Background: an optimization exercise with open tools, aiming at small area, a short achievable clock period and few clock cycles per item. Do not read the settings as production practice. Function not checked in this run: the RTL went through the layout flow alone.

--- flow/run.sh ---
#!/bin/bash
# synth_recipe.tcl (not shown) runs the flow's synth.tcl, then flattens the netlist and writes it again
# the make line also repeats each setting of config.mk as NAME=value (left out here)
make -C /OpenROAD-flow-scripts/flow DESIGN_CONFIG=/design/flow/config.mk WORK_HOME=/design/flow/orfs CLKGATE_MAP_FILE= SYNTH_SCRIPT=/design/flow/synth_recipe.tcl finish
--- flow/config.mk ---
export PLATFORM = sky130hd
export DESIGN_NAME = fastpfor_planner
export DESIGN_NICKNAME = fastpfor_planner
export VERILOG_FILES = /design/flow/design.v
export SDC_FILE = /design/flow/constraint.sdc
export NUM_CORES = 4
export LEC_CHECK = 0
export CAP_MARGIN = 20
export CORE_MARGIN = 2
export CORE_UTILIZATION = 40
export SLEW_MARGIN = 20
--- flow/design.v ---
module fastpfor_planner (
    input  wire         clk,
    input  wire         rst,
    input  wire         in_valid,
    output wire         in_ready,
    input  wire [127:0] in_data,
    output wire         out_valid,
    input  wire         out_ready,
    output wire [5:0]   out_bw,
    output wire [7:0]   out_cex,
    output wire [5:0]   out_maxb
);
    function [5:0] bitlen;
        input [31:0] v;
        integer i;
        begin
            bitlen = 6'd0;
            for (i = 0; i < 32; i = i + 1)
                if (v[i]) bitlen = i[5:0] + 6'd1;
        end
    endfunction
    localparam S_ACC  = 2'd0;
    localparam S_FIN  = 2'd1;
    localparam S_READ = 2'd2;
    reg [1:0]  state;
    reg        first;      
    reg        rdy;        
    reg [5:0]  abeat;      
    reg [4:0]  sb;         
    reg [4:0]  slo;        
    reg [5:0]  sm;         
    reg        slast;      
    reg        ov;
    reg [5:0]  maxb;
    reg [5:0]  bestb;
    reg [7:0]  bestc;
    reg [13:0] bestcost;   
    assign in_ready  = rdy;
    assign out_valid = ov;
    assign out_bw    = bestb;
    assign out_cex   = bestc;
    assign out_maxb  = maxb;
    reg [23:0] bl;         
    reg        bfull;      
    reg        blast;      
    wire take    = in_valid && rdy && !rst;
    wire rdlast  = (state == S_READ) && slast;
    wire consume = bfull && ((state == S_ACC) || rdlast);
    wire hold    = bfull && !consume;
    wire clr     = ((state == S_ACC) && first) || rdlast;
    always @(posedge clk) begin
        if (!hold) begin
            bl    <= take ? {bitlen(in_data[127:96]), bitlen(in_data[95:64]),
                             bitlen(in_data[63:32]),  bitlen(in_data[31:0])} : 24'd0;
            blast <= take && (abeat == 6'd63);
        end
    end
    wire [23:0] ble = consume ? bl : 24'd0;
    wire [255:0] cg;
    genvar k;
    generate
        for (k = 0; k < 32; k = k + 1) begin : g_cnt
            reg  [7:0] cnt;
            wire [2:0] inc = {2'b00, ble[5:0]   > k} + {2'b00, ble[11:6]  > k}
                           + {2'b00, ble[17:12] > k} + {2'b00, ble[23:18] > k};
            always @(posedge clk)
                cnt <= (clr ? 8'd0 : cnt) + {5'd0, inc};
            assign cg[8*k +: 8] = cnt;
        end
    endgenerate
    reg [5:0] fw;
    always @(posedge clk)
        if (consume && clr) fw <= bl[5:0];
    reg [31:0] nz;
    reg [4:0]  hi, lo;
    integer j;
    always @(*) begin
        hi = 5'd0;
        lo = 5'd0;
        for (j = 0; j < 32; j = j + 1) begin
            nz[j] = |cg[8*j +: 8];
            if (nz[j]) hi = j[4:0];
        end
        for (j = 31; j >= 0; j = j - 1)
            if (nz[j]) lo = j[4:0];
    end
    wire any   = |nz;
    wire rfree = !ov || out_ready;
    wire start = (state == S_FIN) && rfree;
    reg        rv, rl;
    reg [7:0]  rc;
    reg [5:0]  rm;
    reg [4:0]  rb;
    reg        mv, ml;
    reg [7:0]  mc;
    reg [4:0]  mb;
    reg [13:0] mcost;
    always @(posedge clk) begin
        rc    <= cg[8*sb +: 8];
        rm    <= sm;
        rb    <= sb;
        mcost <= rc * rm + {rb, 8'd0};
        mc    <= rc;
        mb    <= rb;
        if (state == S_READ) begin
            sb    <= sb - 5'd1;
            sm    <= (sm == 6'd8) ? 6'd10 : sm + 6'd1;
            slast <= (sb == slo + 5'd1);
        end else begin
            sb    <= hi;
            slo   <= lo;
            sm    <= 6'd8;
            slast <= (hi == lo);
        end
        if (start) begin
            maxb     <= any ? {1'b0, hi} + 6'd1 : fw;
            bestb    <= any ? {1'b0, hi} + 6'd1 : fw;
            bestc    <= 8'd0;
            bestcost <= {{1'b0, hi} + 6'd1, 8'd0};
        end else if (mv && mcost < bestcost) begin
            bestcost <= mcost;
            bestb    <= {1'b0, mb};
            bestc    <= mc;
        end
    end
    reg [1:0] state_n;
    reg       bfull_n;
    reg       slast_n;
    always @(*) begin
        state_n = state;
        case (state)
            S_ACC:   if (consume && blast) state_n = S_FIN;
            S_FIN:   if (rfree) state_n = any ? S_READ : S_ACC;
            S_READ:  if (slast) state_n = S_ACC;
            default: state_n = S_ACC;
        endcase
        bfull_n = hold || take;
        slast_n = (state == S_READ) ? (sb == slo + 5'd1) : (hi == lo);
    end
    always @(posedge clk) begin
        if (rst) begin
            state <= S_ACC;
            first <= 1'b1;
            rdy   <= 1'b1;
            abeat <= 6'd0;
            bfull <= 1'b0;
            ov    <= 1'b0;
            rv    <= 1'b0;
            rl    <= 1'b0;
            mv    <= 1'b0;
            ml    <= 1'b0;
        end else begin
            state <= state_n;
            if (take) abeat <= abeat + 6'd1;
            if (!hold) bfull <= take;
            if (consume)
                first <= 1'b0;
            else if ((start && !any) || rdlast)
                first <= 1'b1;
            rdy <= !bfull_n || (state_n == S_ACC) || (state_n == S_READ && slast_n);
            rv <= (state == S_READ);
            rl <= rdlast;
            mv <= rv;
            ml <= rv && rl;
            if (start)
                ov <= !any;
            else if (mv && ml)
                ov <= 1'b1;
            else if (out_ready)
                ov <= 1'b0;
        end
    end
endmodule
--- flow/constraint.sdc ---
create_clock -name core_clock -period 12.0 [get_ports {clk}]
set_input_delay 2.4000 -clock core_clock [delete_from_list [all_inputs] [get_ports {clk}]]
set_output_delay 2.4000 -clock core_clock [all_outputs]
set_load 0.01 [all_outputs]
==> summary.txt <==
[power breakdown]
part,total (mW),internal [mW],switching (mW)
Clock,1.50,0.900,0.599
Sequential,1.62,1.46,0.158
Combinational,0.974,0.405,0.569
[state kept, by name, summed over array words and instances (netlist names), 8 cells and up]
register   flops
g_cnt.cnt    256
bl            24
bestcost      14
mcost         14
bestc          8
mc             8
rc             8
[cell usage in the layout, fill, tap and decap left out, types with 32 or more instances in the layout]
| cell | count |
|---|---|
| a21o_1 | 47 |
| a21oi_1 | 138 |
| and2_1 | 88 |
| clkbuf_16 | 48 |
| clkdlybuf4s50_1 | 153 |
| dfxtp_1 | 343 |
| edfxtp_1 | 54 |
| fa_1 | 126 |
| ha_1 | 77 |
| inv_1 | 247 |
| mux2i_1 | 64 |
| mux4_2 | 32 |
| nand2_1 | 277 |
| nand3_1 | 39 |
| nand4_1 | 58 |
| nor2_1 | 353 |
| nor4_1 | 83 |
| o21ai_0 | 136 |
| xnor2_1 | 76 |
| xor2_1 | 135 |
[per-stage QoR]
step	util, %	instances
2_1_floorplan	-	2865
3_3_place_gp	44.35	3761
3_5_place_dp	44.35	3761
4_1_cts	46.94	3843
5_1_grt	46.94	3843
6_report	46.94	3843
[layer usage]
metal  GRT usage (%)  share of wire [%]  vias to the layer above
li1                -                  -                    10082
met1           30.03                 44                    10316
met2           38.35                 47                      692
met3           3.337                6.2                      117
met4           6.717                2.6                        0
met5               0                  0                        -
[worst max path at each step]
stage              start          endpoint  slack [ps]  cells after the start
2_1_floorplan      rc[3]         mcost[13]        8050                     16
3_3_place_gp   out_ready               rdy        7040                      8
3_5_place_dp   out_ready               rdy        7050                      8
4_1_cts         state[1]  g_cnt[30].cnt[6]        7480                     16
5_1_grt         state[1]  g_cnt[30].cnt[6]        7060                     16
6_report        state[1]  g_cnt[30].cnt[6]        7410                     16
[kinds of logic after synthesis]
family | share of synthesized area (%)
XOR/XNOR | 7.345
buffers and inverters | 5.356
AND/OR/NAND/NOR | 20.91
flip-flops | 33.97
AO/OA/AOI/OAI | 12.89
adder cells (fa/ha/maj) | 13.85
multiplexers | 5.664
[layout make-up]
class / count / area (µm²) / share of cell area (%)
multi-input combinational: 2106 / 15280 / 52.54
sequential: 400 / 8554 / 29.42
timing repair buffer: 170 / 1659 / 5.706
clock buffer: 61 / 1310 / 4.505
tap: 837 / 1047 / 3.602
inverter: 248 / 930.9 / 3.202
clock inverter: 21 / 297.8 / 1.024
==> flow_summary.toml <==
[finish]
postLayoutCellArea_um2 = 29080
layout-drive-gt1-share_pct = 5.422
area_growth_pct = 15.57
antenna_cells = 0
fillCellCount = 5975
num-nets-final = 3307

[hold_path]
hp-class = "flip-flop to flip-flop"
holdPathEnd = "mb[3]"
hold_start = "rb[3]"
holdPathStages = 0

[critical_path]
path_common_cell = "fa_1"
cp_max_fo = 89
critPathSlowestCell = "buf_4"
r2r_slack_ps = 7410
slowest_delay_ps = 610
rr_worst_depth = 16
crit_type = "flip-flop to flip-flop"
worstPathArrival_ps = 5070
path_buf_inv = 3
start_kind = "flip-flop"
r2r_start = "state[1]"
path_cells = "nor2b_1 > nor2_1 > and2_2 > buf_4 > nand2_1 > nor3_1 > nand3_1 > o21bai_1 > fa_1 > inv_1 > fa_1 > inv_1 > fa_1 > and3b_1 > xnor2_1 > nor2_1"
r2r_end = "g_cnt[30].cnt[6]"
endpoint_kind = "flip-flop"
required_ps = 12480
cp_top_family = "simple AND/OR/NAND/NOR gates"

[pwr]
p_leak_nw = 12.22
p_total_mw = 4.097
cellPowerDensity_nw_per_um2 = 140.9
vdd_ir_drop_max_mv = 0.09162

[logic_synthesis]
syn-mean-instance-area_um2 = 8.782
syn_nets = 3200
synth.area.top_cells = "dfxtp_1, fa_1, edfxtp_1, nor2_1, xor2_1"
synth_top_area_share_pct = 27.53
synth_edf_count = 54
ys_warn_count = 1
netlist_area_um2 = 25160
ys_seq_area_share_pct = 33.97
ys_types = 69
synth.most_common_cell = "nor2_1"
synth_seq_cells = 400
synth_commonest_cells = "nor2_1, dfxtp_1, nand2_1, inv_1, a21oi_1"
async_flop_share_pct = 0
post-synth-top-area-cell = "dfxtp_1"
synth-main-ff-cell = "dfxtp_1"
synthCells = 2865

[route]
route.detailed.drc = 0
postRouteAntennaNets = 0
vias = 21207
wl_per_cell_um = 19.11
routed_wl_um = 73430
dr.pass1.iters = 7
drt_iter0_drc = 1569
via_per_inst = 5.518

[global_routing]
grt_pass1_wl_um = 115300
grt_max_degree = 92
grt_overflow = 0
first_global_vias = 20808
grt_usage_pct = 22.69
antenna_found_initial = 1

[status]
outcome = "timing/DRC/antenna clean"

[floorplan]
initial_core_util_pct = 40.62
dieArea_um2 = 64920
coreArea_um2 = 61940
dieWidth_um = 254.8
fp-row-count = 91
fp.dieH_um = 254.8
io_pins = 154

[timing]
slew_headroom_pct = 30.34
fmax_ghz = 0.2178
setup-tns-final_ps = 0
setup_viol = 0
whs_ps = 366.0
period_minus_slack_ps = 4591
rsz0062_at_grt = "no"
fin_crit_sh_pct = 38.26
fin_ws_ps = 7409
fin_skew_ps = 35.99
hold_violations = 0
tightest_slew_ps = 1035
slew_viol_final = 0

[placement]
portBuffers = 153
routabilityCongestion = 0.9306
dp_worst_setup_slack_ps = 7047
placedInstanceArea_um2 = 27470
dpl.hpwl_um = 56060

[clock_tree]
cts.path.max_buffers = 3
cts.repair.resized = 0
tritoncts = "built"
path_clk_slew_ps = 60
cts_hold_buf = 0
cts-root-buf = "clkbuf_16"
clock_latency_ps = 610
cts_setup_buffers = 0
htreeDepth = 2
numCtsBuffers = 46
clkSinkCount = 400

[flow_run]
drv_cap = 0

-- afterwards: timing with drivers on the ports --
Ports are ideal in the flow. The routed layout listed here was re-timed in OpenROAD. Step 1 sets driving cells, clkbuf_16 on the clock port and buf_2 on the other inputs (assumed; they add their load-dependent delay and slew). Step 2 adds t to the input delays and takes it off the output delays; t is the mean of the earliest and latest rising clock arrival at the registers after step 1. Input paths then give back, and output paths get back, about the clock's delay inside the block. a / b / c = ideal / step 1 / step 2; a / b = the first two.
t (ns): 0.651
setup slack, ns: 7.409 / 7.409 / 6.999
hold slack, ns: 0.366 / 0.366 / 0.366
worst setup path after step 2: input to register
latest minus earliest clock arrival (ns): 0.038 / 0.037
After both steps setup and hold are still met in this run. For this run, drivers alone change the setup slack by 0.000 ns; drivers and shift together by -0.410 ns.
